Background: an optimization exercise with open tools, aiming at small area, a short achievable clock period and few clock cycles. Do not read the settings as production practice.
Function was checked by simulation only, so behaviour that the tests miss may differ from the original.
Power is estimated from default activity; no workload was simulated.

### design/flow/design.v
module pyfpga_codec (
    input  wire        clk,
    input  wire        rst,           
    input  wire        cmd_valid,
    input  wire [49:0] cmd_word,      
    output wire        cmd_ready,
    output wire        rsp_valid,
    output wire [2:0]  rsp_status,
    output wire [31:0] rsp_data,
    output wire        tx_valid,
    output wire [7:0]  tx_data,
    output wire        link_poll,
    input  wire [7:0]  link_avail,
    output wire        rx_pop,
    input  wire [7:0]  rx_byte
);
    reg         ready;        
    reg         txv;          
    reg         poll;         
    reg         pop;          
    reg         rspv;         
    reg  [3:0]  cnt;          
    reg         vphase;       
    reg         plst;         
    reg         rxl;          
    reg         cml, cmh;     
    reg         mv;           
    reg  [1:0]  op;
    reg  [12:0] ahi;          
    reg  [34:0] pl;           
    reg  [7:0]  txq;
    reg  [2:0]  st;
    wire        op_ok    = cmd_word[49] | cmd_word[48];
    wire        accept   = cmd_valid & ready & op_ok;
    wire        wvw      = op[1] & op[0] & ~vphase;   
    wire        zd       = ~op[1] | vphase;           
    wire        av_hi0, av_mid0, av_lo0, avail_ok;
    pyfpga_codec_nor3  u_av_hi  (.a(link_avail[7]), .b(link_avail[6]), .c(link_avail[5]), .y(av_hi0));
    pyfpga_codec_nor2  u_av_mid (.a(link_avail[4]), .b(link_avail[3]), .y(av_mid0));
    pyfpga_codec_nand3 u_av_lo  (.a(link_avail[2]), .b(link_avail[1]), .c(link_avail[0]), .y(av_lo0));
    pyfpga_codec_nand3 u_av     (.a(av_hi0), .b(av_mid0), .c(av_lo0), .y(avail_ok));
    wire        last     = (cnt[2:0] == 3'd6);
    wire [2:0]  nidx = txv ? (cnt[2:0] + 3'd1) : 3'd0;
    reg  [6:0]  nbyte;
    always @(*) begin
        case (nidx)
            3'd0:    nbyte = {1'b0, ahi[12:7]};
            3'd1:    nbyte = ahi[6:0];
            3'd2:    nbyte = zd ? {pl[34:32], 4'b0000} : pl[34:28];
            default: nbyte = zd ? 7'd0 : pl[34:28];
        endcase
    end
    wire        pl_in  = pop & zd;
    wire [6:0]  pl_low = pl_in ? rx_byte[6:0] : pl[34:28];
    wire [34:0] pl_nx  = ready ? cmd_word[34:0] : {pl[27:0], pl_low};
    wire [34:0] pl_d;
    wire        pl_ld  = ready | mv;
    assign pl_d = (pl & {35{~pl_ld}}) | (pl_nx & {35{pl_ld}});
    wire        bad    = rx_byte[7] ^ cnt[0];      
    wire        err_n  = st[1] | bad;
    wire [6:0]  dx     = rx_byte[6:0] ^ pl[34:28];
    wire        diff   = (cmh & (|dx[6:4])) | (cml & (|dx[3:0]));
    wire [2:0]  st_nx = poll ? {1'b0, ~avail_ok, ~avail_ok} : {(st[2] | diff) & ~err_n, err_n, 1'b0};
    wire [2:0]  st_d;
    wire        st_ld  = poll | pop;
    assign st_d = (st & {3{~st_ld}}) | (st_nx & {3{st_ld}});
    wire        rb_ok    = rxl & wvw & ~st[1] & ~rx_byte[7];    
    wire        finish   = (plst & ~avail_ok) | (rxl & ~rb_ok);
    always @(posedge clk) begin
        if (rst) begin
            ready <= 1'b1;
            txv   <= 1'b0;
            poll  <= 1'b0;
            pop   <= 1'b0;
            rspv  <= 1'b0;
            plst  <= 1'b0;
            rxl   <= 1'b0;
        end else begin
            ready <= ready ? ~accept : finish;
            txv   <= accept | (txv & ~last) | rb_ok;
            poll  <= (txv & last) | (poll & ~plst & ~avail_ok);
            pop   <= (poll & avail_ok) | (pop & ~last);
            rspv  <= finish;
            plst  <= poll & (cnt == 4'd8);
            rxl   <= pop & (cnt[2:0] == 3'd5);
        end
    end
    always @(posedge clk) begin
        if (ready | ((txv | pop) & last) | (poll & avail_ok))
            cnt <= 4'd0;
        else
            cnt <= cnt + 4'd1;
        mv   <= (txv & (cnt[2:0] <= 3'd4)) | (pop & (cnt[2:0] >= 3'd1) & (cnt[2:0] <= 3'd5));
        cml  <= vphase & pop & (cnt[2:0] >= 3'd1) & (cnt[2:0] <= 3'd5);
        cmh  <= vphase & pop & (cnt[2:0] >= 3'd2) & (cnt[2:0] <= 3'd5);
        if (ready)
            vphase <= 1'b0;
        else if (rb_ok)
            vphase <= 1'b1;
        pl <= pl_d;
        if (ready) begin
            op  <= cmd_word[49:48];
            ahi <= cmd_word[47:35];
            txq <= {1'b0, cmd_word[49], cmd_word[47:42]};
        end else begin
            txq <= {nidx[0], nbyte};
        end
        st <= st_d;
    end
    assign cmd_ready  = ready;
    assign rsp_valid  = rspv;
    assign rsp_status = st;
    assign rsp_data   = pl[31:0];
    assign tx_valid   = txv;
    assign tx_data    = txq;
    assign link_poll  = poll;
    assign rx_pop     = pop;
endmodule
module pyfpga_codec_nor2 (input wire a, input wire b, output wire y);
    assign y = ~(a | b);
endmodule
module pyfpga_codec_nor3 (input wire a, input wire b, input wire c, output wire y);
    assign y = ~(a | b | c);
endmodule
module pyfpga_codec_nand3 (input wire a, input wire b, input wire c, output wire y);
    assign y = ~(a & b & c);
endmodule
### design/flow/run.sh
#!/bin/bash
# synth_recipe.tcl (not shown) runs the flow's synth.tcl, then flattens the netlist and writes it again
# the make line also repeats each setting of config.mk as NAME=value (left out here)
make -C /OpenROAD-flow-scripts/flow DESIGN_CONFIG=/design/flow/config.mk WORK_HOME=/design/flow/orfs CLKGATE_MAP_FILE= SYNTH_SCRIPT=/design/flow/synth_recipe.tcl finish
### design/flow/config.mk
export PLATFORM = sky130hd
export DESIGN_NAME = pyfpga_codec
export DESIGN_NICKNAME = pyfpga_codec
export VERILOG_FILES = /design/flow/design.v
export SDC_FILE = /design/flow/constraint.sdc
export NUM_CORES = 4
export LEC_CHECK = 0
export CAP_MARGIN = 20
export CORE_MARGIN = 2
export CORE_UTILIZATION = 40
export CTS_BUF_LIST = sky130_fd_sc_hd__clkbuf_16
export CTS_CLUSTER_DIAMETER = 100
export CTS_CLUSTER_SIZE = 40
export PLACE_DENSITY = 0.6
export SETUP_SLACK_MARGIN = 2.9
export SLEW_MARGIN = 20
export SYNTH_HIERARCHICAL = 1
export SYNTH_MINIMUM_KEEP_SIZE = 0
### design/flow/constraint.sdc
create_clock -name core_clock -period 4.5 [get_ports {clk}]
set_input_delay 0.9000 -clock core_clock [delete_from_list [all_inputs] [get_ports {clk}]]
set_output_delay 0.9000 -clock core_clock [all_outputs]
set_load 0.01 [all_outputs]
==> results of run 1 <==
## per-layer routing
metal	wire length, um	vias to the layer above	track usage [%]	part of all wire [%]
met4	47	0	4.11	0.55
met3	535	5	4.80	6.3
met2	4220	76	29.8	49
met1	3730	1161	24.4	44
li1	-	1211	-	-
met5	0	-	0	0
## Yosys stat by module (local to each module, per instance)
module / cells inside / area (sq um) / copies in the design
pyfpga_codec: 278 / 3530 / 1
pyfpga_codec_nand3: 1 / 5.00 / 2
pyfpga_codec_nor3: 1 / 10.0 / 1
pyfpga_codec_nor2: 1 / 3.75 / 1
## cells in the mapped netlist, types with 3 or more instances
master / count
a32oi_1: 5
buf_2: 6
o221ai_1: 4
o21ai_0: 11
xnor2_1: 4
a21oi_1: 6
nand3_1: 4
ha_1: 4
nor2_1: 17
nor2b_1: 4
nand2b_1: 6
edfxtp_1: 53
clkbuf_1: 6
mux2_2: 28
dfxtp_1: 23
inv_1: 9
nand2_1: 17
xor2_1: 6
mux2i_1: 7
a211oi_1: 3
buf_4: 32
## cell usage in the layout (no fill, tap or decap), drive strengths merged, types with 3 or more instances in the layout
cell type      netlist  routed
xnor2                4       4
a32oi                5       5
clkdlybuf4s50        0      50
clkbuf               6      13
nor2                17      17
mux2                28      28
o21ai               12      12
nand2b               6       6
o221ai               4       4
a211oi               3       3
dlygate4sd2          0       5
nor2b                4       4
edfxtp              53      53
a21oi                6       6
a221oi               4       4
xor2                 7       7
ha                   4       4
buf                 40      80
clkinv               0       5
clkdlybuf4s15        0       5
dfxtp               23      23
mux2i                7       7
nand2               17      17
nand3                4       4
inv                  9       9
## repair_timing
action / CTS / global route
hold endpoints to repair: 0 / 0
setup buffers: 23 / 6
gates cloned: 0 / 0
resized for setup: 255 / 33
pin swaps: 20 / 16
setup endpoints to repair: 80 / 74
## path summary, 6_finish.rpt
check,start,to,slack [ns],depth (start not counted)
max,register,rsp_data[30],2.69,1
min,cnt[3]$_SDFF_PP0_,plst$_SDFF_PP0_,0.51,2
max reg2reg,cnt[0]$_SDFF_PP0_,txq[5]$_DFF_P_,2.91,6
min reg2reg,cnt[3]$_SDFF_PP0_,plst$_SDFF_PP0_,0.51,2
## kinds of logic (layout without fill, tap and decap cells)
logic type,count (synthesis),in the layout,share of synthesized area [%]
AOI/OAI and AO/OA,44,44,9.01
xor gates and xnor gates,11,11,3.24
adders and majority gates,4,4,1.41
buffers and inverters,55,171,9.61
DFF,76,76,57.7
muxes,35,35,10.8
and+or+nand+nor,57,57,8.17
## per-stage QoR
step / total power [mW] / cell area (sq um)
after floorplan: 1.15 / 3620
after global placement: 1.30 / 4590
after detailed placement: 1.30 / 4590
after CTS: 2.03 / 4980
after global routing: 2.14 / 5100
final: 2.04 / 5100
## power by group through the flow
| stage | clock network, mW | logic, mW | registers, mW |
|---|---|---|---|
| 6_report | 0.739 | 0.409 | 0.896 |
| 5_1_grt | 0.793 | 0.444 | 0.906 |
| 4_1_cts | 0.751 | 0.389 | 0.893 |
| 3_5_place_dp | 0 | 0.369 | 0.934 |
| 3_3_place_gp | 0 | 0.367 | 0.933 |
| 2_1_floorplan | 0 | 0.243 | 0.904 |
## area by class of cell
type	instances	area, sq um
tap	108	135
clock buffer	9	225
fill	769	3570
multi-input combinational	151	1320
inverter	9	36.3
sequential	76	2080
timing repair buffer	146	1220
clock inverter	7	81.3
==> results.py, run 1 <==
metrics = {
    "outcome": {
        "status": "timing/DRC/antenna clean",
    },
    "timing": {
        "rsz0062_at_grt": "yes",
        "fin_setup_tns_ns": 0,
        "slew_headroom_pct": 68.5,
        "hold_violations": 0,
        "whs_ns": 0.506,
        "final.min_clock_period_ns": 1.81,
        "fmax_ghz": 0.553,
        "setup_violations": 0,
        "drv_slew": 0,
        "finalCritPeriodShare_pct": 40.2,
        "worstMarginPinSlew_ns": 0.472,
        "fin_ws_ns": 2.69,
        "finalClockSkew_ns": 0.00679,
    },
    "drt": {
        "drt-total-wl_um": 8530,
        "postRouteAntennaNets": 0,
        "drt_iter0_drc": 50,
        "route.detailed.drc": 0,
        "first_pass_iters": 4,
        "wl_per_cell_um": 16.9,
        "avgViaCountPerCell": 4.85,
        "vias": 2453,
    },
    "floorplan": {
        "core_area_sq_um": 8680,
        "die-area_sq_um": 9660,
        "dieWidth_um": 98.3,
        "ioPinCount": 117,
        "initial_core_util_pct": 41.0,
        "die_height_um": 98.3,
        "rows": 34,
    },
    "clocking": {
        "postCtsHoldBufs": 0,
        "cts-htree-levels": 3,
        "clock-sinks": 76,
        "clock_latency_ns": 0.32,
        "cts_tree": "yes",
        "path_clk_slew_ns": 0.06,
        "clockRootBuffer": "clkbuf_16",
        "cts.path.max_buffers": 2,
        "cts_buffers": 9,
    },
    "place": {
        "hpwl_um": 5510,
        "portBuffers": 116,
        "place_congestion": 0.756,
        "pre_cts_ws_ns": 2.18,
        "dp.cells": 461,
    },
    "finish": {
        "finalNetCount": 466,
        "final_cells": 506,
        "syn2layout_area_growth_pct": 43.6,
        "num_antenna_cells": 0,
        "fin_util_pct": 58.8,
        "layout-drive-gt1-share_pct": 42.7,
    },
    "worst_setup_path": {
        "worstSetupEndpointType": "output port",
        "worst_ep_required_time_ns": 3.60,
        "crit_chain": "buf_2",
        "crit_family": "flip-flops",
        "start_kind": "register",
        "path_class": "register to output port",
        "slowest_delay_ns": 0.42,
        "crit_slowest_cell": "edfxtp_1",
        "cp_max_fo": 2,
        "worst-path-buf-inv": 1,
        "critPathArrivalTime_ns": 0.91,
    },
    "power": {
        "swShare_pct": 24.4,
        "ir_worst_vdd_v": 0.000210,
        "pwr-share-comb_pct": 20.0,
        "clock_power_share_pct": 36.2,
        "powerDensity_nw_per_um2": 400,
        "p_int_mw": 1.55,
        "p_sw_uw": 498,
        "sequentialPowerShare_pct": 43.8,
        "p_leak_nw": 2.05,
    },
    "yosys": {
        "synth_edf_count": 53,
        "syn_area_per_cell_sq_um": 12.6,
        "synth_top_area_share_pct": 44.8,
        "synth_fp_nets": 355,
        "netlist_area_sq_um": 3550,
        "ys_warn_count": 7,
        "synth_area_leaders": "edfxtp_1 45%, dfxtp_1 13%, mux2_2 8.9%",
        "synth_cells": 282,
        "synthFlopType": "edfxtp_1",
        "synthArstFlopShare_pct": 0,
        "ys_ff_latch": 76,
        "synth.distinct_cells": 42,
        "yosysSeqAreaShare_pct": 57.7,
        "synth_largest_area_cell": "edfxtp_1",
    },
    "global_route": {
        "gr-total-overflow": 0,
        "grt_first_pass_wirelength_um": 13300,
        "track_usage_pct": 18.2,
        "antenna_found_initial": 0,
        "grt_pass1_vias": 2515,
        "grt_max_degree": 49,
    },
    "run": {
        "max-cap-violations": 0,
    },
    "worst_hold_path": {
        "hold_path_class": "register to register",
    },
}
Testbench counts, summed over its fixed seeds: cycles 68,159.
==> run 2: changes to the inputs <==
--- a/design/flow/config.mk
+++ b/design/flow/config.mk
@@ -8,9 +8,6 @@
 export CAP_MARGIN = 20
 export CORE_MARGIN = 2
 export CORE_UTILIZATION = 40
-export CTS_BUF_LIST = sky130_fd_sc_hd__clkbuf_16
-export CTS_CLUSTER_DIAMETER = 100
-export CTS_CLUSTER_SIZE = 40
 export PLACE_DENSITY = 0.6
 export SETUP_SLACK_MARGIN = 2.9
 export SLEW_MARGIN = 20
==> run 2 against run 1 <==
  * Critical endpoint unchanged
  * First-iteration DRC count increased by 4.0%
  * Via count increased by 0.24%
  * Final area decreased by 2.0%
  * Still clean on timing, DRC and antenna
==> results.py, run 2 <==
metrics = {
    "yosys": {
        "yosysSeqAreaShare_pct": 57.7,
        "synthFlopType": "edfxtp_1",
        "synth_common_cells": "53 x edfxtp_1, 32 x buf_4, 28 x mux2_2",
        "ys_ff_latch": 76,
        "synthArstFlopShare_pct": 0,
        "netlist_area_sq_um": 3550,
        "synth_edf_count": 53,
        "synth_cells": 282,
        "synth_top_area_share_pct": 44.8,
        "synth_largest_area_cell": "edfxtp_1",
        "syn_area_per_cell_sq_um": 12.6,
        "ys_warn_count": 7,
        "synth_area_leaders": "edfxtp_1 45%, dfxtp_1 13%, mux2_2 8.9%",
        "yosysMostFrequentCell": "edfxtp_1",
        "synth_fp_nets": 355,
        "synth.distinct_cells": 42,
    },
    "worst_setup_path": {
        "crit_chain": "buf_2",
        "worst-path-buf-inv": 1,
        "worst_r2r_path_depth": 6,
        "path_class": "register to output port",
        "timing.rr.end": "txq[5]$_DFF_P_",
        "reg2reg_from": "cnt[0]$_SDFF_PP0_",
        "critPathArrivalTime_ns": 0.93,
        "slowest_delay_ns": 0.43,
        "r2r_setup_slack_ns": 2.92,
        "crit_family": "flip-flops",
        "start_kind": "register",
        "crit_slowest_cell": "edfxtp_1",
        "worst_ep_required_time_ns": 3.60,
        "path_depth": 1,
        "cp_max_fo": 2,
        "worstSetupEndpointType": "output port",
    },
    "timing": {
        "worstMarginPinSlew_ns": 0.473,
        "hold_violations": 0,
        "fin_setup_tns_ns": 0,
        "finalCritPeriodShare_pct": 40.6,
        "finalClockSkew_ns": 0.00817,
        "setup_violations": 0,
        "slew_headroom_pct": 68.4,
        "rsz0062_at_grt": "yes",
        "drv_slew": 0,
        "final.min_clock_period_ns": 1.83,
        "fmax_ghz": 0.547,
    },
    "outcome": {
        "status": "timing/DRC/antenna clean",
    },
    "global_route": {
        "grt_first_pass_wirelength_um": 13200,
        "gr-total-overflow": 0,
        "antenna_found_initial": 0,
        "track_usage_pct": 17.9,
        "grt_max_degree": 49,
        "grt_pass1_vias": 2500,
    },
    "drt": {
        "drt-total-wl_um": 8350,
        "drt_iter0_drc": 52,
        "postRouteAntennaNets": 0,
        "route.detailed.drc": 0,
        "vias": 2459,
        "first_pass_iters": 4,
        "avgViaCountPerCell": 4.85,
        "wl_per_cell_um": 16.5,
    },
    "worst_hold_path": {
        "hold_path_class": "register to register",
        "hold_path_depth": 2,
        "hp-start": "cnt[3]$_SDFF_PP0_",
        "holdPathEnd": "plst$_SDFF_PP0_",
    },
    "floorplan": {
        "rows": 34,
        "die-area_sq_um": 9660,
        "initial_core_util_pct": 41.0,
        "dieWidth_um": 98.3,
        "core_area_sq_um": 8680,
        "ioPinCount": 117,
        "die_height_um": 98.3,
    },
    "clocking": {
        "clock_latency_ns": 0.34,
        "cts_tree": "yes",
        "postCtsHoldBufs": 0,
        "cts_buffers": 9,
        "clockRootBuffer": "clkbuf_8",
        "clock-sinks": 76,
        "cts.path.max_buffers": 2,
        "cts-htree-levels": 3,
        "path_clk_slew_ns": 0.08,
    },
    "finish": {
        "syn2layout_area_growth_pct": 40.8,
        "layout_common_cells": "53 x edfxtp_1, 52 x clkdlybuf4s50_1, 37 x buf_2",
        "final_cells": 507,
        "num_antenna_cells": 0,
        "finalNetCount": 467,
        "layout.cells.most_common": "edfxtp_1",
        "layout-drive-gt1-share_pct": 41.6,
        "fin_area_sq_um": 5000,
    },
    "power": {
        "p_leak_nw": 1.99,
        "ir_worst_vdd_v": 0.000275,
        "powerDensity_nw_per_um2": 369,
        "power_mw": 1.85,
    },
    "place": {
        "dp.cells": 461,
        "place_area_sq_um": 4590,
        "portBuffers": 116,
        "hpwl_um": 5510,
        "place_congestion": 0.756,
    },
    "run": {
        "max-cap-violations": 0,
    },
}
[run 2: cell counts after synthesis]
Identical to the previous run, type by type.
[run 2: routing by layer]
metal	share of wire (%)	global-route usage [%]	vias to the layer above
li1	-	-	1211
met4	0.93	3.79	0
met1	44	23.6	1164
met5	0	0	-
met2	48	29.2	75
met3	6.5	5.65	9
[run 2: worst max-delay path by stage]
stage                    start            to  slack (ns)
floorplan           rx_byte[0]      register        2.79
global placement    rx_byte[0]      register        2.26
detailed placement  rx_byte[0]      register        2.18
CTS                   register  rsp_data[30]        2.64
global route          register  rsp_data[30]        2.61
finish                register  rsp_data[30]        2.67
[run 2: final cells by class]
type                       instances  area [sq um]
clock buffer                       9           124
clock inverter                     7          81.3
fill                             767          3670
inverter                           9          36.3
multi-input combinational        151          1310
sequential                        76          2080
tap                              108           135
timing repair buffer             147          1240
[run 2: report_power, final]
group / switching [mW] / internal, mW / leakage, nW
Sequential: 0.0462 / 0.848 / 0.733
Combinational: 0.189 / 0.221 / 1.15
Clock: 0.239 / 0.305 / 0.105
Total: 0.474 / 1.37 / 1.99
[run 2: cell families after synthesis]
group	share of synthesized area, %
xor gates and xnor gates	3.24
and+or+nand+nor	8.17
buffers and inverters	9.61
AOI/OAI and AO/OA	9.01
muxes	10.8
adders and majority gates	1.41
DFF	57.7
[run 2: what timing repair did]
| action | CTS | global route |
|---|---|---|
| setup endpoints to repair | 80 | 75 |
| setup buffers | 22 | 8 |
| cloned | 0 | 0 |
| gates resized for setup | 248 | 31 |
| pin swaps | 16 | 13 |
[run 2: stage by stage]
step           setup WS (ns)  util (%)  hold WS, ns
2_1_floorplan           2.79         -        0.439
3_3_place_gp            2.26      52.9        0.480
3_5_place_dp            2.18      52.9        0.476
4_1_cts                 2.64      56.1        0.483
5_1_grt                 2.61      57.7        0.495
6_report                2.67      57.7        0.481
[run 2: modules after synthesis, one instance, submodules excluded]
module / flops+latches / copies in the design / area [sq um]
pyfpga_codec: 76 / 1 / 3530
pyfpga_codec_nor3: 0 / 1 / 10.0
pyfpga_codec_nand3: 0 / 2 / 5.00
pyfpga_codec_nor2: 0 / 1 / 3.75
==> run 3: changes to the inputs <==
--- a/design/flow/design.v
+++ b/design/flow/design.v
@@ -52,10 +52,18 @@
     end
     wire        pl_in  = pop & zd;
     wire [6:0]  pl_low = pl_in ? rx_byte[6:0] : pl[34:28];
-    wire [34:0] pl_nx  = ready ? cmd_word[34:0] : {pl[27:0], pl_low};
+    wire [34:0] pl_sh  = {pl[27:0], pl_low};
+    wire [34:0] pl_nx  = ready ? cmd_word[34:0] : pl_sh;
     wire [34:0] pl_d;
     wire        pl_ld  = ready | mv;
-    assign pl_d = (pl & {35{~pl_ld}}) | (pl_nx & {35{pl_ld}});
+    assign pl_d[34:32] = pl_ld ? pl_nx[34:32] : pl[34:32];
+    genvar i;
+    generate
+        for (i = 0; i < 32; i = i + 1) begin : g_pl
+            pyfpga_codec_mux3 u_next (.q(pl[i]), .sh(pl_sh[i]), .ld(cmd_word[i]),
+                                      .mv(pl_ld), .sel_ld(ready), .y(pl_d[i]));
+        end
+    endgenerate
     wire        bad    = rx_byte[7] ^ cnt[0];      
     wire        err_n  = st[1] | bad;
     wire [6:0]  dx     = rx_byte[6:0] ^ pl[34:28];
@@ -63,7 +71,11 @@
     wire [2:0]  st_nx = poll ? {1'b0, ~avail_ok, ~avail_ok} : {(st[2] | diff) & ~err_n, err_n, 1'b0};
     wire [2:0]  st_d;
     wire        st_ld  = poll | pop;
-    assign st_d = (st & {3{~st_ld}}) | (st_nx & {3{st_ld}});
+    generate
+        for (i = 0; i < 3; i = i + 1) begin : g_st
+            pyfpga_codec_mux2 u_hold (.a(st[i]), .b(st_nx[i]), .s(st_ld), .y(st_d[i]));
+        end
+    endgenerate
     wire        rb_ok    = rxl & wvw & ~st[1] & ~rx_byte[7];    
     wire        finish   = (plst & ~avail_ok) | (rxl & ~rb_ok);
     always @(posedge clk) begin
@@ -125,3 +137,16 @@
 module pyfpga_codec_nand3 (input wire a, input wire b, input wire c, output wire y);
     assign y = ~(a & b & c);
 endmodule
+module pyfpga_codec_mux3 (
+    input  wire q,        
+    input  wire sh,       
+    input  wire ld,       
+    input  wire mv,       
+    input  wire sel_ld,   
+    output wire y
+);
+    assign y = mv ? (sel_ld ? ld : sh) : q;
+endmodule
+module pyfpga_codec_mux2 (input wire a, input wire b, input wire s, output wire y);
+    assign y = s ? b : a;
+endmodule
==> run 3 against run 2 <==
  * Final cell count rose by 17%
  * Global-route usage rose by 2.2 points
  * Flip-flop and latch count did not move
  * Non-clock buffer count rose by 18
  * Fmax rose by 6.5%
  * Combinational power rose by 63%
  * Critical path depth did not move
  * Via count rose by 22%
  * Setup slack improved by 0.11 ns
==> results.py, run 3 <==
metrics = {
    "yosys": {
        "synth_top_area_share_pct": 33.1,
        "syn_area_per_cell_sq_um": 10.3,
        "synth_fp_nets": 415,
        "yosysSeqAreaShare_pct": 48.5,
        "synth_largest_area_cell": "dfxtp_1",
        "netlist_area_sq_um": 3510,
        "ys_warn_count": 7,
        "synth.distinct_cells": 47,
        "ys_ff_latch": 76,
        "synthArstFlopShare_pct": 0,
        "synth_edf_count": 18,
        "synth_common_cells": "58 x dfxtp_1, 51 x nor2_1, 41 x a21oi_1",
        "synth_area_leaders": "dfxtp_1 33%, edfxtp_1 15%, mux2i_1 9.1%",
        "synth_cells": 342,
        "yosysMostFrequentCell": "dfxtp_1",
        "synthFlopType": "dfxtp_1",
    },
    "finish": {
        "layout.cells.most_common": "clkdlybuf4s50_1",
        "finalNetCount": 554,
        "multi_input_area_sq_um": 1660,
        "reg_top3": "pl (35), ahi (13), txq (8)",
        "layout-drive-gt1-share_pct": 42.4,
        "syn2layout_area_growth_pct": 54.7,
        "num_antenna_cells": 0,
        "fill_cells": 731,
        "largest_reg_flops": 35,
        "register_area_sq_um": 1780,
        "regMostFlops": "pl",
        "layout_common_cells": "52 x clkdlybuf4s50_1, 50 x nor2_1, 45 x buf_6, 45 x buf_4, 39 x a21oi_1",
    },
    "worst_setup_path": {
        "worst_ep_required_time_ns": 3.60,
        "worst_r2r_path_depth": 6,
        "critPathCapture": "cmd_ready",
        "worstSetupEndpointType": "output port",
        "crit_family": "flip-flops",
        "crit_chain": "buf_6",
        "path_class": "register to output port",
        "worst-path-buf-inv": 1,
        "start_kind": "register",
        "worstSetupStartpoint": "ready$_SDFF_PP1_",
        "reg2reg_from": "ready$_SDFF_PP1_",
        "slowest_delay_ns": 0.36,
        "r2r_setup_slack_ns": 2.89,
        "path_depth": 1,
        "timing.rr.end": "txq[4]$_DFF_P_",
        "critPathArrivalTime_ns": 0.82,
        "cp_max_fo": 2,
        "crit_slowest_cell": "dfxtp_4",
    },
    "timing": {
        "finalClockSkew_ns": 0.00903,
        "finalCritPeriodShare_pct": 38.1,
        "final.min_clock_period_ns": 1.72,
        "hold_violations": 0,
        "setup_violations": 0,
        "drv_slew": 0,
        "worstMarginPinSlew_ns": 0.412,
        "fin_setup_tns_ns": 0,
        "fmax_ghz": 0.583,
        "rsz0062_at_grt": "yes",
        "slew_headroom_pct": 72.4,
    },
    "place": {
        "hpwl_um": 5670,
        "portBuffers": 116,
        "place_congestion": 0.822,
    },
    "floorplan": {
        "initial_core_util_pct": 40.7,
        "ioPinCount": 117,
        "rows": 34,
        "core_area_sq_um": 8640,
        "die-area_sq_um": 9540,
        "die_height_um": 97.7,
        "dieWidth_um": 97.7,
    },
    "worst_hold_path": {
        "hold_path_class": "register to register",
    },
    "clocking": {
        "path_clk_slew_ns": 0.08,
        "cts.path.max_buffers": 2,
        "clock_latency_ns": 0.35,
        "cts_tree": "yes",
        "cts_buffers": 9,
        "clock-sinks": 76,
        "cts-htree-levels": 3,
        "clockRootBuffer": "clkbuf_8",
        "postCtsHoldBufs": 0,
    },
    "drt": {
        "drt_iter0_drc": 85,
        "postRouteAntennaNets": 0,
        "wl_per_cell_um": 16.0,
        "vias": 2999,
        "avgViaCountPerCell": 5.05,
        "first_pass_iters": 4,
        "route.detailed.drc": 0,
        "drt-total-wl_um": 9510,
    },
    "power": {
        "ir_worst_vdd_v": 0.000241,
        "power_mw": 2.12,
        "p_leak_nw": 2.37,
        "powerDensity_nw_per_um2": 390,
    },
    "outcome": {
        "status": "timing/DRC/antenna clean",
    },
    "global_route": {
        "grt_max_degree": 34,
        "grt_pass1_vias": 2973,
        "gr-total-overflow": 0,
        "antenna_found_initial": 0,
        "grt_first_pass_wirelength_um": 15200,
        "track_usage_pct": 20.1,
    },
    "run": {
        "max-cap-violations": 0,
    },
}
-- run 3: cell types whose count changed in the layout (fill, tap and decap cells not counted), moves of 11 or more --
cell      delta
a21oi_1     +35
buf_2       -30
buf_4       +19
buf_6       +29
dfxtp_2     +30
edfxtp_1    -35
mux2_2      -19
mux2i_1     +25
nand2_1     -11
nor2_1      +34
-- run 3: per-layer routing --
layer | part of all wire [%] | track usage [%] | vias to the layer above
li1 | - | - | 1471
met4 | 1.4 | 6.52 | 0
met5 | 0 | 0 | -
met2 | 48 | 33.5 | 86
met1 | 44 | 25.4 | 1429
met3 | 6.1 | 5.47 | 13
-- run 3: where the power goes --
group	internal (mW)	leakage, nW	switching, mW
Combinational	0.392	1.59	0.279
Sequential	0.815	0.673	0.0683
Clock	0.310	0.109	0.254
Total	1.52	2.37	0.601
-- run 3: area by class of cell --
cell class | instances | share of cell area [%]
Tap cell | 108 | 2.49
Multi-Input combinational cell | 221 | 30.5
Inverter | 8 | 0.645
Clock buffer | 9 | 2.28
Timing Repair Buffer | 165 | 29.5
Sequential cell | 76 | 32.9
Clock inverter | 7 | 1.68
-- run 3: cell families (layout without fill, tap and decap cells) --
logic type	Yosys count	in the layout	synth area share [%]
AOI/OAI and AO/OA	77	77	13.7
muxes	45	45	13.6
and+or+nand+nor	81	83	10.7
DFF	76	76	48.5
xor gates and xnor gates	12	12	3.21
adders and majority gates	4	4	1.43
buffers and inverters	47	189	8.84
-- run 3: worst min path at each step --
stage	end	slack, ns	startpoint	cells past startpoint
after floorplan	txq[0]$_DFF_P_	0.44	ahi[7]$_DFFE_PP_	2
after detailed placement	txq[2]$_DFF_P_	0.46	ahi[9]$_DFFE_PP_	2
after global routing	txq[0]$_DFF_P_	0.51	ahi[7]$_DFFE_PP_	2
after CTS	txq[0]$_DFF_P_	0.48	ahi[7]$_DFFE_PP_	2
final	txq[0]$_DFF_P_	0.48	ahi[7]$_DFFE_PP_	2
after global placement	txq[2]$_DFF_P_	0.46	ahi[9]$_DFFE_PP_	2
-- run 3: timing repair --
item                       CTS  global route
pin swaps                   19            14
setup endpoints to repair  104            66
cloned                       3             0
setup buffers               40             7
hold endpoints to repair     0             0
resized for setup          336            22
-- run 3: through the flow --
stage	util, %	setup WS, ns	area [sq um]	std cells	hold slack [ns]
2_1_floorplan	-	2.60	3570	342	0.443
3_3_place_gp	52.8	1.98	4560	528	0.461
3_5_place_dp	52.8	1.93	4560	528	0.461
4_1_cts	61.4	2.76	5300	587	0.480
5_1_grt	62.9	2.76	5430	594	0.506
6_report	62.9	2.78	5430	594	0.476
-- run 3: per-module statistics from Yosys (local to each module, per instance) --
module	copies in the design	cells
pyfpga_codec_nand3	2	1
pyfpga_codec_mux2	3	1
pyfpga_codec	1	239
pyfpga_codec_nor3	1	1
pyfpga_codec_nor2	1	1
pyfpga_codec_mux3	32	3
Testbench counts of run 3, summed over its fixed seeds: cycles 68,159.
==> run 4: changes to the inputs <==
--- a/design/flow/config.mk
+++ b/design/flow/config.mk
@@ -9,7 +9,7 @@
 export CORE_MARGIN = 2
 export CORE_UTILIZATION = 40
 export PLACE_DENSITY = 0.6
-export SETUP_SLACK_MARGIN = 2.9
+export SETUP_SLACK_MARGIN = 2.72
 export SLEW_MARGIN = 20
 export SYNTH_HIERARCHICAL = 1
 export SYNTH_MINIMUM_KEEP_SIZE = 0
==> run 4 against run 3 <==
  * Still clean
  * Routed wire length decreased by 5.2%
  * First-iteration DRC count up 19%
  * Sequential power shrank 2%
  * Final area down 10%
  * Via count fell by 4.5%
  * Utilization decreased by 6.5 points
  * Setup slack got worse by 0.016 ns
  * Count of clock-buffer cells in the layout grew 2
  * Fmax down 0.92%
  * Combinational power shrank 21%
==> results.py, run 4 <==
metrics = {
    "clocking": {
        "path_clk_slew_ns": 0.08,
        "clock_latency_ns": 0.34,
        "postCtsHoldBufs": 0,
        "cts_tree": "yes",
        "cts-htree-levels": 3,
        "clockRootBuffer": "clkbuf_8",
        "cts.path.max_buffers": 2,
        "clock-sinks": 76,
        "cts_buffers": 9,
    },
    "outcome": {
        "status": "timing/DRC/antenna clean",
    },
    "yosys": {
        "synthFlopType": "dfxtp_1",
        "netlist_area_sq_um": 3510,
        "synth_cells": 342,
        "ys_warn_count": 7,
        "synth_common_cells": "58 x dfxtp_1, 51 x nor2_1, 41 x a21oi_1",
        "synth_fp_nets": 415,
        "synth.distinct_cells": 47,
        "yosysSeqAreaShare_pct": 48.5,
        "synth_area_leaders": "dfxtp_1 33%, edfxtp_1 15%, mux2i_1 9.1%",
        "ys_ff_latch": 76,
        "synthArstFlopShare_pct": 0,
        "synth_largest_area_cell": "dfxtp_1",
        "yosysMostFrequentCell": "dfxtp_1",
        "synth_top_area_share_pct": 33.1,
        "syn_area_per_cell_sq_um": 10.3,
        "synth_edf_count": 18,
    },
    "place": {
        "portBuffers": 116,
        "pre_cts_ws_ns": 1.99,
        "hpwl_um": 5910,
        "place_area_sq_um": 4540,
        "place_congestion": 0.823,
    },
    "timing": {
        "rsz0062_at_grt": "no",
        "final.min_clock_period_ns": 1.73,
        "fmax_ghz": 0.578,
        "setup_violations": 0,
        "finalCritPeriodShare_pct": 38.5,
        "worstMarginPinSlew_ns": 0.647,
        "hold_violations": 0,
        "drv_slew": 0,
        "finalClockSkew_ns": 0.0102,
        "fin_ws_ns": 2.77,
        "slew_headroom_pct": 56.8,
        "fin_setup_tns_ns": 0,
    },
    "run": {
        "max-cap-violations": 0,
    },
    "worst_setup_path": {
        "slowest_delay_ns": 0.35,
        "critPathArrivalTime_ns": 0.83,
        "worst_ep_required_time_ns": 3.60,
        "crit_slowest_cell": "dfxtp_4",
        "timing.rr.end": "txq[0]$_DFF_P_",
        "worstSetupStartpoint": "ready$_SDFF_PP1_",
        "worst_r2r_path_depth": 7,
        "reg2reg_from": "cnt[0]$_SDFF_PP0_",
        "crit_family": "flip-flops",
        "path_depth": 1,
        "start_kind": "register",
        "crit_chain": "buf_2",
        "path_class": "register to output port",
        "cp_max_fo": 2,
        "worst-path-buf-inv": 1,
        "r2r_setup_slack_ns": 2.84,
        "worstSetupEndpointType": "output port",
    },
    "drt": {
        "route.detailed.drc": 0,
        "vias": 2863,
        "wl_per_cell_um": 15.7,
        "avgViaCountPerCell": 4.99,
        "postRouteAntennaNets": 0,
        "first_pass_iters": 4,
        "drt-total-wl_um": 9020,
        "drt_iter0_drc": 101,
    },
    "global_route": {
        "grt_max_degree": 68,
        "antenna_found_initial": 0,
        "gr-total-overflow": 0,
        "track_usage_pct": 18.6,
        "grt_first_pass_wirelength_um": 14100,
        "grt_pass1_vias": 2823,
    },
    "floorplan": {
        "dieWidth_um": 97.7,
        "rows": 34,
        "die-area_sq_um": 9540,
        "core_area_sq_um": 8640,
        "ioPinCount": 117,
        "initial_core_util_pct": 40.7,
        "die_height_um": 97.7,
    },
    "finish": {
        "layout_common_cells": "58 x clkdlybuf4s50_1, 51 x nor2_1, 49 x buf_2",
        "largest_reg_flops": 35,
        "regMostFlops": "pl",
        "fin_area_sq_um": 4870,
        "num_antenna_cells": 0,
        "syn2layout_area_growth_pct": 38.8,
        "layout.cells.most_common": "clkdlybuf4s50_1",
        "reg_top3": "pl (35), ahi (13), txq (8)",
        "layout-drive-gt1-share_pct": 36.7,
        "finalNetCount": 534,
    },
    "power": {
        "powerDensity_nw_per_um2": 386,
        "ir_worst_vdd_v": 0.000193,
        "power_mw": 1.88,
        "p_leak_nw": 2.15,
    },
    "worst_hold_path": {
        "hp-start": "ahi[9]$_DFFE_PP_",
        "hold_path_class": "register to register",
        "hold_path_depth": 2,
        "holdPathEnd": "txq[2]$_DFF_P_",
    },
}
run 4: cell counts after synthesis:
Identical to the previous run, type by type.
run 4: through the flow:
step	hold slack, ns	std cells	util (%)
after global routing	0.503	574	56.4
final	0.482	574	56.4
after global placement	0.467	528	52.6
after CTS	0.479	573	56.1
after detailed placement	0.464	528	52.6
after floorplan	0.447	342	-
run 4: how the worst max path moves through the flow:
stage / to / slack (ns)
3_3_place_gp: st[2]$_DFF_P_ / 1.98
3_5_place_dp: st[2]$_DFF_P_ / 1.99
6_report: cmd_ready / 2.77
4_1_cts: cmd_ready / 2.65
2_1_floorplan: pl[32]$_DFFE_PP_ / 2.60
5_1_grt: rsp_data[7] / 2.73
run 4: layout make-up:
type,instances,area [sq um]
repair buffers,146,1150
clock inverters,5,33.8
multi-input cells,220,1590
well taps,108,135
inverters,8,30.0
fillers,791,3760
clock buffers,11,153
flip-flops and latches,76,1780
run 4: per-layer routing:
layer	GRT usage, %	part of all wire, %	wire length (um)	vias up
li1	-	-	-	1427
met4	4.91	0.88	79	0
met5	0	0	0	-
met1	23.6	44	3990	1336
met2	30.5	48	4330	93
met3	6.04	6.9	620	7
run 4: worst min-delay path, delay by kind of cell (launching register included):
family | cells | cell delay (ns)
AOI/OAI and AO/OA | 2 | 0.12
DFF | 1 | 0.33
run 4: where the power goes:
part	total (mW)	switching [mW]	internal, mW
registers	0.869	0.0558	0.814
clock network	0.484	0.250	0.234
logic	0.529	0.258	0.271
run 4: cells by family (layout without fill, tap and decap cells):
kind of cell	after synthesis	count (layout)	synth area share [%]
AND/OR/NAND/NOR	81	82	10.7
multiplexers	45	45	13.6
AO/OA/AOI/OAI	77	77	13.7
XOR/XNOR	12	12	3.21
flip-flops	76	76	48.5
adder cells (fa/ha/maj)	4	4	1.43
buffers and inverters	47	170	8.84
run 4: per-module statistics from Yosys (local to each module, per instance):
| module | copies in the design | area (sq um) | flip-flops and latches | cells inside |
|---|---|---|---|---|
| pyfpga_codec | 1 | 2840 | 76 | 239 |
| pyfpga_codec_nor3 | 1 | 10.0 | 0 | 1 |
| pyfpga_codec_mux2 | 3 | 15.0 | 0 | 1 |
| pyfpga_codec_nand3 | 2 | 5.00 | 0 | 1 |
| pyfpga_codec_mux3 | 32 | 18.8 | 0 | 3 |
| pyfpga_codec_nor2 | 1 | 3.75 | 0 | 1 |
run 4: what timing repair did:
action                     CTS  global route
setup endpoints to repair   64            21
setup buffers               29             0
pin swaps                    8             7
cloned                       0             1
gates resized for setup    256            20
==> run 5: changes to the inputs <==
==> design/flow/flow/run.sh (new file) <==
#!/bin/bash
set -euo pipefail
bash standard.sh "BUFFER_PORTS_ARGS=-buffer_cell sky130_fd_sc_hd__buf_1" finish > standard_flow.log 2>&1
==> design/flow/standard.sh (new file) <==
#!/bin/bash
# synth_recipe.tcl (not shown) runs the flow's synth.tcl, then flattens the netlist and writes it again
# the make line also repeats each setting of config.mk as NAME=value (left out here)
make -C /OpenROAD-flow-scripts/flow DESIGN_CONFIG=/design/flow/config.mk WORK_HOME=/design/flow/orfs CLKGATE_MAP_FILE= SYNTH_SCRIPT=/design/flow/synth_recipe.tcl "${@:-finish}"
--- a/design/flow/config.mk
+++ b/design/flow/config.mk
@@ -9,7 +9,7 @@
 export CORE_MARGIN = 2
 export CORE_UTILIZATION = 40
 export PLACE_DENSITY = 0.6
-export SETUP_SLACK_MARGIN = 2.72
+export SETUP_SLACK_MARGIN = 2.9
 export SLEW_MARGIN = 20
 export SYNTH_HIERARCHICAL = 1
 export SYNTH_MINIMUM_KEEP_SIZE = 0
removed: design/flow/run.sh
==> run 5 against run 4 <==
  * Flip-flop and latch count unchanged
  * Fmax up 0.84%
  * Sequential share of layout area about the same
  * Hold slack worse by 0.0034 ns
  * Routed wire length up 2.8%
  * Setup slack better by 0.014 ns
  * Area after synthesis unchanged
  * Die area unchanged
  * Critical path type unchanged
  * Largest cell class unchanged
  * Largest power group unchanged
==> results.py, run 5 <==
metrics = {
    "outcome": {
        "status": "timing/DRC/antenna clean",
    },
    "place": {
        "portBuffers": 116,
        "place_area_sq_um": 3830,
        "place_congestion": 0.796,
        "hpwl_um": 5380,
    },
    "finish": {
        "finalNetCount": 549,
        "layout_common_cells": "68 x buf_1, 51 x nor2_1, 43 x buf_6",
        "fill_cells": 798,
        "reg_top3": "pl (35), ahi (13), txq (8)",
        "layout-drive-gt1-share_pct": 38.5,
        "syn2layout_area_growth_pct": 39.3,
        "num_antenna_cells": 0,
        "regMostFlops": "pl",
        "fin_area_sq_um": 4890,
        "layout.cells.most_common": "buf_1",
        "largest_reg_flops": 35,
    },
    "timing": {
        "hold_violations": 0,
        "fin_setup_tns_ns": 0,
        "slew_headroom_pct": 59.3,
        "final.min_clock_period_ns": 1.72,
        "finalCritPeriodShare_pct": 38.1,
        "rsz0062_at_grt": "yes",
        "worstMarginPinSlew_ns": 0.610,
        "finalClockSkew_ns": 0.00764,
        "fmax_ghz": 0.583,
        "drv_slew": 0,
        "setup_violations": 0,
    },
    "worst_setup_path": {
        "path_class": "register to output port",
        "crit_slowest_cell": "dfxtp_4",
        "crit_chain": "buf_6",
        "worst_ep_required_time_ns": 3.60,
        "start_kind": "register",
        "cp_max_fo": 2,
        "critPathArrivalTime_ns": 0.82,
        "slowest_delay_ns": 0.36,
        "crit_family": "flip-flops",
        "worst-path-buf-inv": 1,
        "worstSetupEndpointType": "output port",
    },
    "clocking": {
        "path_clk_slew_ns": 0.07,
        "postCtsHoldBufs": 0,
        "clock-sinks": 76,
        "clockRootBuffer": "clkbuf_8",
        "cts-htree-levels": 3,
        "clock_latency_ns": 0.34,
        "cts.path.max_buffers": 2,
        "cts_tree": "yes",
        "cts_buffers": 9,
    },
    "drt": {
        "route.detailed.drc": 0,
        "first_pass_iters": 4,
        "drt_iter0_drc": 85,
        "postRouteAntennaNets": 0,
        "wl_per_cell_um": 15.7,
        "avgViaCountPerCell": 5.01,
        "vias": 2948,
        "drt-total-wl_um": 9270,
    },
    "floorplan": {
        "initial_core_util_pct": 40.7,
        "die_height_um": 97.7,
        "die-area_sq_um": 9540,
        "ioPinCount": 117,
        "rows": 34,
        "dieWidth_um": 97.7,
        "core_area_sq_um": 8640,
    },
    "run": {
        "max-cap-violations": 0,
    },
    "yosys": {
        "synth_area_leaders": "dfxtp_1 33%, edfxtp_1 15%, mux2i_1 9.1%",
        "synth_largest_area_cell": "dfxtp_1",
        "synth_common_cells": "58 x dfxtp_1, 51 x nor2_1, 41 x a21oi_1",
        "synth_cells": 342,
        "ys_warn_count": 7,
        "synthArstFlopShare_pct": 0,
        "synth_top_area_share_pct": 33.1,
        "syn_area_per_cell_sq_um": 10.3,
        "ys_ff_latch": 76,
        "yosysMostFrequentCell": "dfxtp_1",
        "synth_edf_count": 18,
        "yosysSeqAreaShare_pct": 48.5,
        "synthFlopType": "dfxtp_1",
        "synth_fp_nets": 415,
        "synth.distinct_cells": 47,
        "netlist_area_sq_um": 3510,
    },
    "power": {
        "p_leak_nw": 2.12,
        "powerDensity_nw_per_um2": 417,
        "ir_worst_vdd_v": 0.000228,
    },
    "global_route": {
        "antenna_found_initial": 0,
        "gr-total-overflow": 0,
        "grt_max_degree": 68,
        "grt_pass1_vias": 2926,
        "grt_first_pass_wirelength_um": 14400,
        "track_usage_pct": 19.2,
    },
    "worst_hold_path": {
        "hold_path_class": "register to register",
    },
}
[run 5: cell count changes in the layout (fill, tap and decap cells not counted), sizes merged]
cell,delta
inv,-1
clkdlybuf4s15,-2
buf,+82
dlygate4sd2,-4
bufinv,+1
clkinv,-1
clkdlybuf4s50,-58
dlymetal6s2s,-2
[run 5: path summary, 6_finish.rpt]
check	cells after the start	startpoint	endpoint	slack, ns
worst min register to register	2	ahi[7]$_DFFE_PP_	txq[0]$_DFF_P_	0.48
worst max-delay path	1	ready$_SDFF_PP1_	cmd_ready	2.78
worst min-delay path	2	ahi[7]$_DFFE_PP_	txq[0]$_DFF_P_	0.48
worst max register to register	6	cnt[0]$_SDFF_PP0_	txq[4]$_DFF_P_	2.89
[run 5: per-stage QoR]
step / cells / hold slack, ns / util, % / setup WS (ns) / power [mW]
2_1_floorplan: 342 / 0.443 / - / 2.60 / 1.21
3_3_place_gp: 527 / 0.458 / 44.3 / 2.37 / 1.25
3_5_place_dp: 527 / 0.466 / 44.3 / 2.38 / 1.26
4_1_cts: 586 / 0.485 / 55.8 / 2.77 / 2.03
5_1_grt: 589 / 0.501 / 56.6 / 2.75 / 2.15
6_report: 589 / 0.478 / 56.6 / 2.78 / 2.04
[run 5: power by group]
group          total [mW]  leakage (nW)  switching (mW)  internal [mW]
clock               0.530         0.106           0.244          0.286
sequential          0.885         0.673          0.0689          0.816
combinational       0.626          1.34           0.277          0.350
total                2.04          2.12           0.589           1.45
[run 5: what timing repair did]
action	in CTS	in global routing
pin swaps	3	2
endpoints found under the setup margin	94	93
buffers inserted	43	2
cloned	0	1
resized for setup	145	13
[run 5: cell families after synthesis]
family,synth area share (%)
fa+ha+maj,1.43
simple gates,10.7
xor+xnor,3.21
buf+inv,8.84
flops,48.5
compound gates,13.7
mux,13.6
[run 5: cell type report]
class	count	area [sq um]	area share, %
clock buffers	12	155	3.17
clock inverters	4	48.8	0.998
inverters	8	35.0	0.716
multi-input cells	220	1590	32.5
flip-flops and latches	76	1780	36.5
well taps	108	135	2.76
repair buffers	161	1140	23.4
[run 5: Yosys stat by module, one instance, submodules excluded]
module | cells | times used | cell area (sq um)
pyfpga_codec_nor3 | 1 | 1 | 10.0
pyfpga_codec_nor2 | 1 | 1 | 3.75
pyfpga_codec_mux3 | 3 | 32 | 18.8
pyfpga_codec_nand3 | 1 | 2 | 5.00
pyfpga_codec | 239 | 1 | 2840
pyfpga_codec_mux2 | 1 | 3 | 15.0
[run 5: per-layer routing]
layer / global-route usage, % / routed length [um] / vias up
met5: 0 / 0 / -
met4: 4.81 / 68 / 0
met3: 6.33 / 637 / 8
met2: 33.2 / 4590 / 92
met1: 22.9 / 3970 / 1383
li1: - / - / 1465
==> run 6: changes to the inputs <==
--- a/design/flow/config.mk
+++ b/design/flow/config.mk
@@ -9,7 +9,7 @@
 export CORE_MARGIN = 2
 export CORE_UTILIZATION = 40
 export PLACE_DENSITY = 0.6
-export SETUP_SLACK_MARGIN = 2.9
+export SETUP_SLACK_MARGIN = 2.6
 export SLEW_MARGIN = 20
 export SYNTH_HIERARCHICAL = 1
 export SYNTH_MINIMUM_KEEP_SIZE = 0
==> run 6 against run 5 <==
  * Still clean on timing, DRC and antenna
  * Final cell count is 7.1% lower
  * Combinational power is about 40% lower
  * Setup slack lost 0.14 ns
  * Flip-flop and latch count did not move
  * Via count decreased by 8.1%
  * Total power is 17% lower
  * Die area unchanged
  * Routed wire length decreased by 14%
  * Utilization is 9.7 points lower
  * Count of clock-buffer cells in the layout down 2
  * Critical path type unchanged
  * Critical endpoint is now rsp_data[31]
  * Largest cell class unchanged
==> results.py, run 6 <==
metrics = {
    "outcome": {
        "status": "timing/DRC/antenna clean",
    },
    "clocking": {
        "cts_tree": "yes",
        "clockRootBuffer": "clkbuf_8",
        "cts_buffers": 9,
        "path_clk_slew_ns": 0.08,
        "clock-sinks": 76,
        "clock_latency_ns": 0.35,
        "cts.path.max_buffers": 2,
        "postCtsHoldBufs": 0,
        "cts-htree-levels": 3,
    },
    "worst_hold_path": {
        "hold_path_class": "register to register",
        "holdPathEnd": "txq[1]$_DFF_P_",
        "hold_path_depth": 2,
        "hp-start": "ahi[8]$_DFFE_PP_",
    },
    "timing": {
        "rsz0062_at_grt": "yes",
        "setup_violations": 0,
        "finalCritPeriodShare_pct": 41.3,
        "drv_slew": 0,
        "fmax_ghz": 0.537,
        "slew_headroom_pct": 52.6,
        "hold_violations": 0,
        "finalClockSkew_ns": 0.0111,
        "final.min_clock_period_ns": 1.86,
        "fin_setup_tns_ns": 0,
        "fin_ws_ns": 2.64,
        "worstMarginPinSlew_ns": 0.711,
    },
    "power": {
        "p_leak_nw": 1.65,
        "powerDensity_nw_per_um2": 418,
        "ir_worst_vdd_v": 0.000203,
        "power_mw": 1.69,
    },
    "yosys": {
        "synth_xor_area_share_pct": 3.21,
        "synth.distinct_cells": 47,
        "synthFlopType": "dfxtp_1",
        "synthAdderAreaFrac_pct": 1.43,
        "yosysSeqAreaShare_pct": 48.5,
        "ys_ff_latch": 76,
        "synth_common_cells": "58 x dfxtp_1, 51 x nor2_1, 41 x a21oi_1",
        "synth_top_area_share_pct": 33.1,
        "ys_warn_count": 7,
        "synth_cells": 342,
        "synth_edf_count": 18,
        "syn_area_per_cell_sq_um": 10.3,
        "muxShareOfSynthArea_pct": 13.6,
        "synth_area_leaders": "dfxtp_1 33%, edfxtp_1 15%, mux2i_1 9.1%",
        "synth_top_family_by_area": "compound AO/OA/AOI/OAI gates",
        "synthArstFlopShare_pct": 0,
        "synth_largest_area_cell": "dfxtp_1",
        "synth_simple_gate_area_share_pct": 10.7,
        "synth-compound-area-share_pct": 13.7,
        "yosysMostFrequentCell": "dfxtp_1",
        "netlist_area_sq_um": 3510,
        "synth_fp_nets": 415,
    },
    "global_route": {
        "grt_first_pass_wirelength_um": 12700,
        "gr-total-overflow": 0,
        "grt_max_degree": 68,
        "track_usage_pct": 17.0,
        "grt_pass1_vias": 2475,
        "antenna_found_initial": 0,
    },
    "drt": {
        "vias": 2708,
        "avgViaCountPerCell": 4.95,
        "wl_met2_um": 3660,
        "route.detailed.drc": 0,
        "route.met3.wl_um": 706,
        "wl_met1_um": 3550,
        "routed.top_layer": "met4",
        "postRouteAntennaNets": 0,
        "drt_iter0_drc": 126,
        "first_pass_iters": 5,
        "drt-total-wl_um": 7970,
        "wl_per_cell_um": 14.6,
    },
    "finish": {
        "finalNetCount": 507,
        "syn2layout_area_growth_pct": 15.5,
        "layout.cells.most_common": "buf_1",
        "final_cells": 547,
        "layout_common_cells": "116 x buf_1, 51 x nor2_1, 51 x dfxtp_1",
        "largest_reg_flops": 35,
        "num_antenna_cells": 0,
        "reg_top3": "pl (35), ahi (13), txq (8)",
        "layout-drive-gt1-share_pct": 11.2,
        "regMostFlops": "pl",
    },
    "place": {
        "place_congestion": 0.793,
        "pre_cts_ws_ns": 2.30,
        "hpwl_um": 5350,
        "portBuffers": 116,
        "dp.cells": 527,
    },
    "worst_setup_path": {
        "critPathArrivalTime_ns": 0.96,
        "crit_family": "flip-flops",
        "worst-path-buf-inv": 1,
        "start_kind": "register",
        "slowest_delay_ns": 0.44,
        "worstSetupEndpointType": "output port",
        "crit_slowest_cell": "dfxtp_1",
        "crit_chain": "buf_1",
        "r2r_setup_slack_ns": 2.65,
        "worst_ep_required_time_ns": 3.60,
        "timing.rr.end": "txq[4]$_DFF_P_",
        "reg2reg_from": "cnt[0]$_SDFF_PP0_",
        "cp_max_fo": 5,
        "worst_r2r_path_depth": 6,
        "path_class": "register to output port",
    },
    "run": {
        "max-cap-violations": 0,
    },
    "floorplan": {
        "rows": 34,
        "die_height_um": 97.7,
        "core_area_sq_um": 8640,
        "die-area_sq_um": 9540,
        "dieWidth_um": 97.7,
        "ioPinCount": 117,
        "initial_core_util_pct": 40.7,
    },
}
-- run 6: cell counts after synthesis --
No cell type changed its count.
-- run 6: where the power goes --
part           internal, mW  leakage [nW]  total [mW]  switching, mW
Combinational         0.164         0.890       0.377          0.213
Clock                 0.196        0.0899       0.441          0.245
Sequential            0.802         0.670       0.876         0.0746
-- run 6: repair_timing --
item	in CTS	in global routing
setup buffers	4	0
endpoints found under the hold margin	0	0
gates resized for setup	6	5
endpoints found under the setup margin	47	8
-- run 6: final cells by class --
type / count / area, sq um
flip-flops and latches: 76 / 1720
fillers: 852 / 4580
clock inverters: 6 / 31.3
well taps: 108 / 135
repair buffers: 120 / 490
clock buffers: 10 / 128
multi-input cells: 219 / 1520
inverters: 8 / 30.0
-- run 6: worst max-delay path by stage --
stage / from / end / slack (ns) / depth (start not counted)
2_1_floorplan: ready$_SDFF_PP1_ / pl[32]$_DFFE_PP_ / 2.60 / 3
3_3_place_gp: cnt[0]$_SDFF_PP0_ / txq[4]$_DFF_P_ / 2.37 / 6
3_5_place_dp: cnt[0]$_SDFF_PP0_ / txq[4]$_DFF_P_ / 2.30 / 6
4_1_cts: cnt[0]$_SDFF_PP0_ / txq[4]$_DFF_P_ / 2.57 / 6
5_1_grt: cnt[0]$_SDFF_PP0_ / txq[4]$_DFF_P_ / 2.58 / 6
6_report: pl[31]$_DFF_P_ / rsp_data[31] / 2.64 / 1
-- run 6: logic make-up after synthesis --
kind of cell    after synthesis
flops                        76
simple gates                 81
buf+inv                      47
fa+ha+maj                     4
xor+xnor                     12
compound gates               77
mux                          45
-- run 6: through the flow --
step | hold WS (ns) | utilization [%] | area (sq um)
floorplan | 0.447 | - | 3530
global placement | 0.461 | 44.1 | 3810
detailed placement | 0.470 | 44.1 | 3810
CTS | 0.484 | 46.7 | 4030
global route | 0.499 | 46.9 | 4050
finish | 0.481 | 46.9 | 4050
-- run 6: routing by layer --
layer | GRT usage (%) | vias to the layer above
met3 | 6.19 | 4
met5 | 0 | -
met2 | 25.9 | 92
met4 | 5.56 | 0
met1 | 22.6 | 1233
li1 | - | 1379
-- run 6: Yosys stat by module, one instance, submodules excluded --
module	times used	flip-flops and latches	cells inside	area [sq um]
pyfpga_codec_nand3	2	0	1	5.00
pyfpga_codec_mux3	32	0	3	18.8
pyfpga_codec_nor3	1	0	1	10.0
pyfpga_codec_mux2	3	0	1	15.0
pyfpga_codec_nor2	1	0	1	3.75
pyfpga_codec	1	76	239	2840
==> run 7: changes to the inputs <==
--- a/design/flow/config.mk
+++ b/design/flow/config.mk
@@ -9,7 +9,7 @@
 export CORE_MARGIN = 2
 export CORE_UTILIZATION = 40
 export PLACE_DENSITY = 0.6
-export SETUP_SLACK_MARGIN = 2.6
+export SETUP_SLACK_MARGIN = 2.72
 export SLEW_MARGIN = 20
 export SYNTH_HIERARCHICAL = 1
 export SYNTH_MINIMUM_KEEP_SIZE = 0
==> run 7 against run 6 <==
  * Total power is 8.2% higher
  * Synthesized cell count did not move
  * Combinational power rose by 15%
  * Utilization is 3.1 points higher
  * Clock skew up 0.0014 ns
  * Critical path type unchanged
  * Largest cell class unchanged
==> results.py, run 7 <==
metrics = {
    "clocking": {
        "path_clk_slew_ns": 0.08,
        "clock-sinks": 76,
        "cts_tree": "yes",
        "clockRootBuffer": "clkbuf_8",
        "clock_latency_ns": 0.35,
        "postCtsHoldBufs": 0,
        "cts.path.max_buffers": 2,
        "cts_buffers": 9,
        "cts-htree-levels": 3,
    },
    "yosys": {
        "syn_area_per_cell_sq_um": 10.3,
        "synth_edf_count": 18,
        "synth_cells": 342,
        "synth_fp_nets": 415,
        "yosysSeqAreaShare_pct": 48.5,
        "ys_ff_latch": 76,
        "netlist_area_sq_um": 3510,
        "synth_area_leaders": "dfxtp_1 33%, edfxtp_1 15%, mux2i_1 9.1%",
        "yosysMostFrequentCell": "dfxtp_1",
        "synth.distinct_cells": 47,
        "synth_largest_area_cell": "dfxtp_1",
        "synth_top_area_share_pct": 33.1,
        "synthArstFlopShare_pct": 0,
        "ys_warn_count": 7,
        "synth_common_cells": "58 x dfxtp_1, 51 x nor2_1, 41 x a21oi_1",
        "synthFlopType": "dfxtp_1",
    },
    "floorplan": {
        "core_area_sq_um": 8640,
        "ioPinCount": 117,
        "rows": 34,
        "initial_core_util_pct": 40.7,
        "die-area_sq_um": 9540,
        "dieWidth_um": 97.7,
        "die_height_um": 97.7,
    },
    "global_route": {
        "gr-total-overflow": 0,
        "antenna_found_initial": 0,
        "grt_first_pass_wirelength_um": 13200,
        "track_usage_pct": 17.7,
        "grt_max_degree": 68,
        "grt_pass1_vias": 2621,
    },
    "worst_hold_path": {
        "hp-start": "ahi[10]$_DFFE_PP_",
        "holdPathEnd": "txq[3]$_DFF_P_",
        "hold_path_depth": 2,
        "hold_path_class": "register to register",
    },
    "worst_setup_path": {
        "path_class": "register to output port",
        "cp_max_fo": 2,
        "crit_family": "flip-flops",
        "worst_r2r_path_depth": 6,
        "worst_ep_required_time_ns": 3.60,
        "worstSetupEndpointType": "output port",
        "critPathArrivalTime_ns": 0.83,
        "crit_slowest_cell": "dfxtp_4",
        "slowest_delay_ns": 0.36,
        "timing.rr.end": "txq[4]$_DFF_P_",
        "worst-path-buf-inv": 1,
        "start_kind": "register",
        "crit_chain": "clkbuf_2",
        "reg2reg_from": "cnt[0]$_SDFF_PP0_",
        "r2r_setup_slack_ns": 2.77,
    },
    "finish": {
        "layout_common_cells": "77 x buf_1, 51 x nor2_1, 41 x a21oi_1",
        "num_antenna_cells": 0,
        "reg_top3": "pl (35), ahi (13), txq (8)",
        "finalNetCount": 520,
        "regMostFlops": "pl",
        "fill_cells": 855,
        "syn2layout_area_growth_pct": 23.2,
        "largest_reg_flops": 35,
        "layout.cells.most_common": "buf_1",
        "layout-drive-gt1-share_pct": 30.3,
    },
    "outcome": {
        "status": "timing/DRC/antenna clean",
    },
    "timing": {
        "fin_setup_tns_ns": 0,
        "final.min_clock_period_ns": 1.73,
        "fmax_ghz": 0.578,
        "worstMarginPinSlew_ns": 0.701,
        "rsz0062_at_grt": "yes",
        "finalClockSkew_ns": 0.0125,
        "fin_ws_ns": 2.77,
        "setup_violations": 0,
        "slew_headroom_pct": 53.3,
        "hold_violations": 0,
        "finalCritPeriodShare_pct": 38.5,
        "drv_slew": 0,
    },
    "power": {
        "p_leak_nw": 1.85,
        "powerDensity_nw_per_um2": 424,
        "ir_worst_vdd_v": 0.000190,
    },
    "drt": {
        "postRouteAntennaNets": 0,
        "first_pass_iters": 4,
        "wl_per_cell_um": 15.0,
        "route.detailed.drc": 0,
        "drt_iter0_drc": 90,
        "drt-total-wl_um": 8390,
        "vias": 2773,
        "avgViaCountPerCell": 4.95,
    },
    "place": {
        "portBuffers": 116,
        "place_congestion": 0.809,
        "hpwl_um": 5410,
        "pre_cts_ws_ns": 2.38,
    },
    "run": {
        "max-cap-violations": 0,
    },
}
run 7: cell count changes in the layout (fill, tap and decap cells not counted), moves of 4 or more:
cell	before	now
clkbuf_2	0	16
buf_2	0	22
buf_4	2	15
dfxtp_2	4	32
dfxtp_4	3	9
buf_1	116	77
dfxtp_1	51	17
clkinv_2	5	1
run 7: kinds of logic (layout without fill, tap and decap cells):
kind of cell / Yosys count / in the layout / synth area share, %
DFF: 76 / 76 / 48.5
and+or+nand+nor: 81 / 81 / 10.7
adders and majority gates: 4 / 4 / 1.43
xor gates and xnor gates: 12 / 12 / 3.21
AOI/OAI and AO/OA: 77 / 77 / 13.7
muxes: 45 / 45 / 13.6
buffers and inverters: 47 / 157 / 8.84
run 7: power breakdown:
group | total, mW | switching [mW] | internal (mW)
clock | 0.520 | 0.251 | 0.269
sequential | 0.879 | 0.0643 | 0.815
combinational | 0.434 | 0.235 | 0.199
total | 1.83 | 0.550 | 1.28
run 7: per-stage QoR:
stage | instances | utilization, % | hold slack [ns] | power, mW | area, sq um
after floorplan | 342 | - | 0.447 | 1.20 | 3540
after global placement | 527 | 44.1 | 0.465 | 1.24 | 3810
after detailed placement | 527 | 44.1 | 0.464 | 1.25 | 3810
after CTS | 552 | 48.5 | 0.482 | 1.82 | 4190
after global routing | 560 | 50.1 | 0.517 | 1.94 | 4320
final | 560 | 50.1 | 0.479 | 1.83 | 4320
run 7: metal layers:
| layer | vias up | wire (um) | global-route usage, % |
|---|---|---|---|
| met5 | - | 0 | 0 |
| met4 | 0 | 61 | 4.81 |
| met3 | 5 | 728 | 6.26 |
| met2 | 95 | 3900 | 28.2 |
| met1 | 1271 | 3700 | 23.0 |
| li1 | 1402 | - | - |
run 7: final cells by class:
type                       count  area [sq um]  share of cell area, %
clock buffer                  12           178                   4.11
clock inverter                 4          28.8                  0.666
tap                          108           135                   3.13
inverter                       8          32.5                  0.752
multi-input combinational    219          1530                   35.4
timing repair buffer         133           643                   14.9
sequential                    76          1780                   41.1
run 7: repair_timing:
item,CTS,global route
pin swaps,0,1
endpoints found under the hold margin,0,0
setup buffers,9,8
setup endpoints to repair,65,38
gates resized for setup,45,48
run 7: worst max-delay path by stage:
stage	cells after the start	slack, ns	to	start
after CTS	6	2.63	txq[4]$_DFF_P_	cnt[0]$_SDFF_PP0_
final	1	2.77	cmd_ready	ready$_SDFF_PP1_
after floorplan	3	2.60	pl[32]$_DFFE_PP_	ready$_SDFF_PP1_
after global placement	1	2.39	cmd_ready	ready$_SDFF_PP1_
after detailed placement	1	2.38	cmd_ready	ready$_SDFF_PP1_
after global routing	6	2.69	txq[4]$_DFF_P_	cnt[1]$_SDFF_PP0_
run 7: per-module statistics from Yosys (local to each module, per instance):
module              area (sq um)  flops+latches  times used  cells
pyfpga_codec_mux3           18.8              0          32      3
pyfpga_codec                2840             76           1    239
pyfpga_codec_nor2           3.75              0           1      1
pyfpga_codec_nor3           10.0              0           1      1
pyfpga_codec_nand3          5.00              0           2      1
pyfpga_codec_mux2           15.0              0           3      1

[separate check: timing with driven ports]
In the flow no input, the clock included, has a driving cell. The finished layouts below were timed again as built, in two steps.
Step 1, drivers: a clkbuf_16 drives clk and a buf_2 each remaining input, both assumed.
Step 2 times the ports against the registers' clock, not the clock port: input delays grow and output delays shrink by t, the midpoint of the rising clock arrivals with the driver on.
a / b / c = ideal / step 1 / step 2; a / b = the first two.
run | t (ns) | setup slack, ns | worst setup path after step 2 | clock arrival spread, ns
run 1 | 0.354 | 2.692 / 2.659 / 2.595 | input to register | 0.007 / 0.007
run 2 | 0.366 | 2.673 / 2.643 / 2.570 | input to register | 0.009 / 0.008
run 3 | 0.374 | 2.785 / 2.752 / 2.427 | input to register | 0.009 / 0.009
run 4 | 0.369 | 2.769 / 2.735 / 2.435 | input to register | 0.014 / 0.013
run 5 | 0.370 | 2.783 / 2.750 / 2.476 | input to register | 0.011 / 0.012
run 6 | 0.377 | 2.639 / 2.606 / 2.415 | input to register | 0.012 / 0.012
run 7 | 0.372 | 2.769 / 2.736 / 2.446 | input to register | 0.012 / 0.013
After both steps every run listed still meets setup and hold. The setup slack of run 3, which loses most, moves by -0.033 ns with the drivers and by -0.358 ns with both steps.
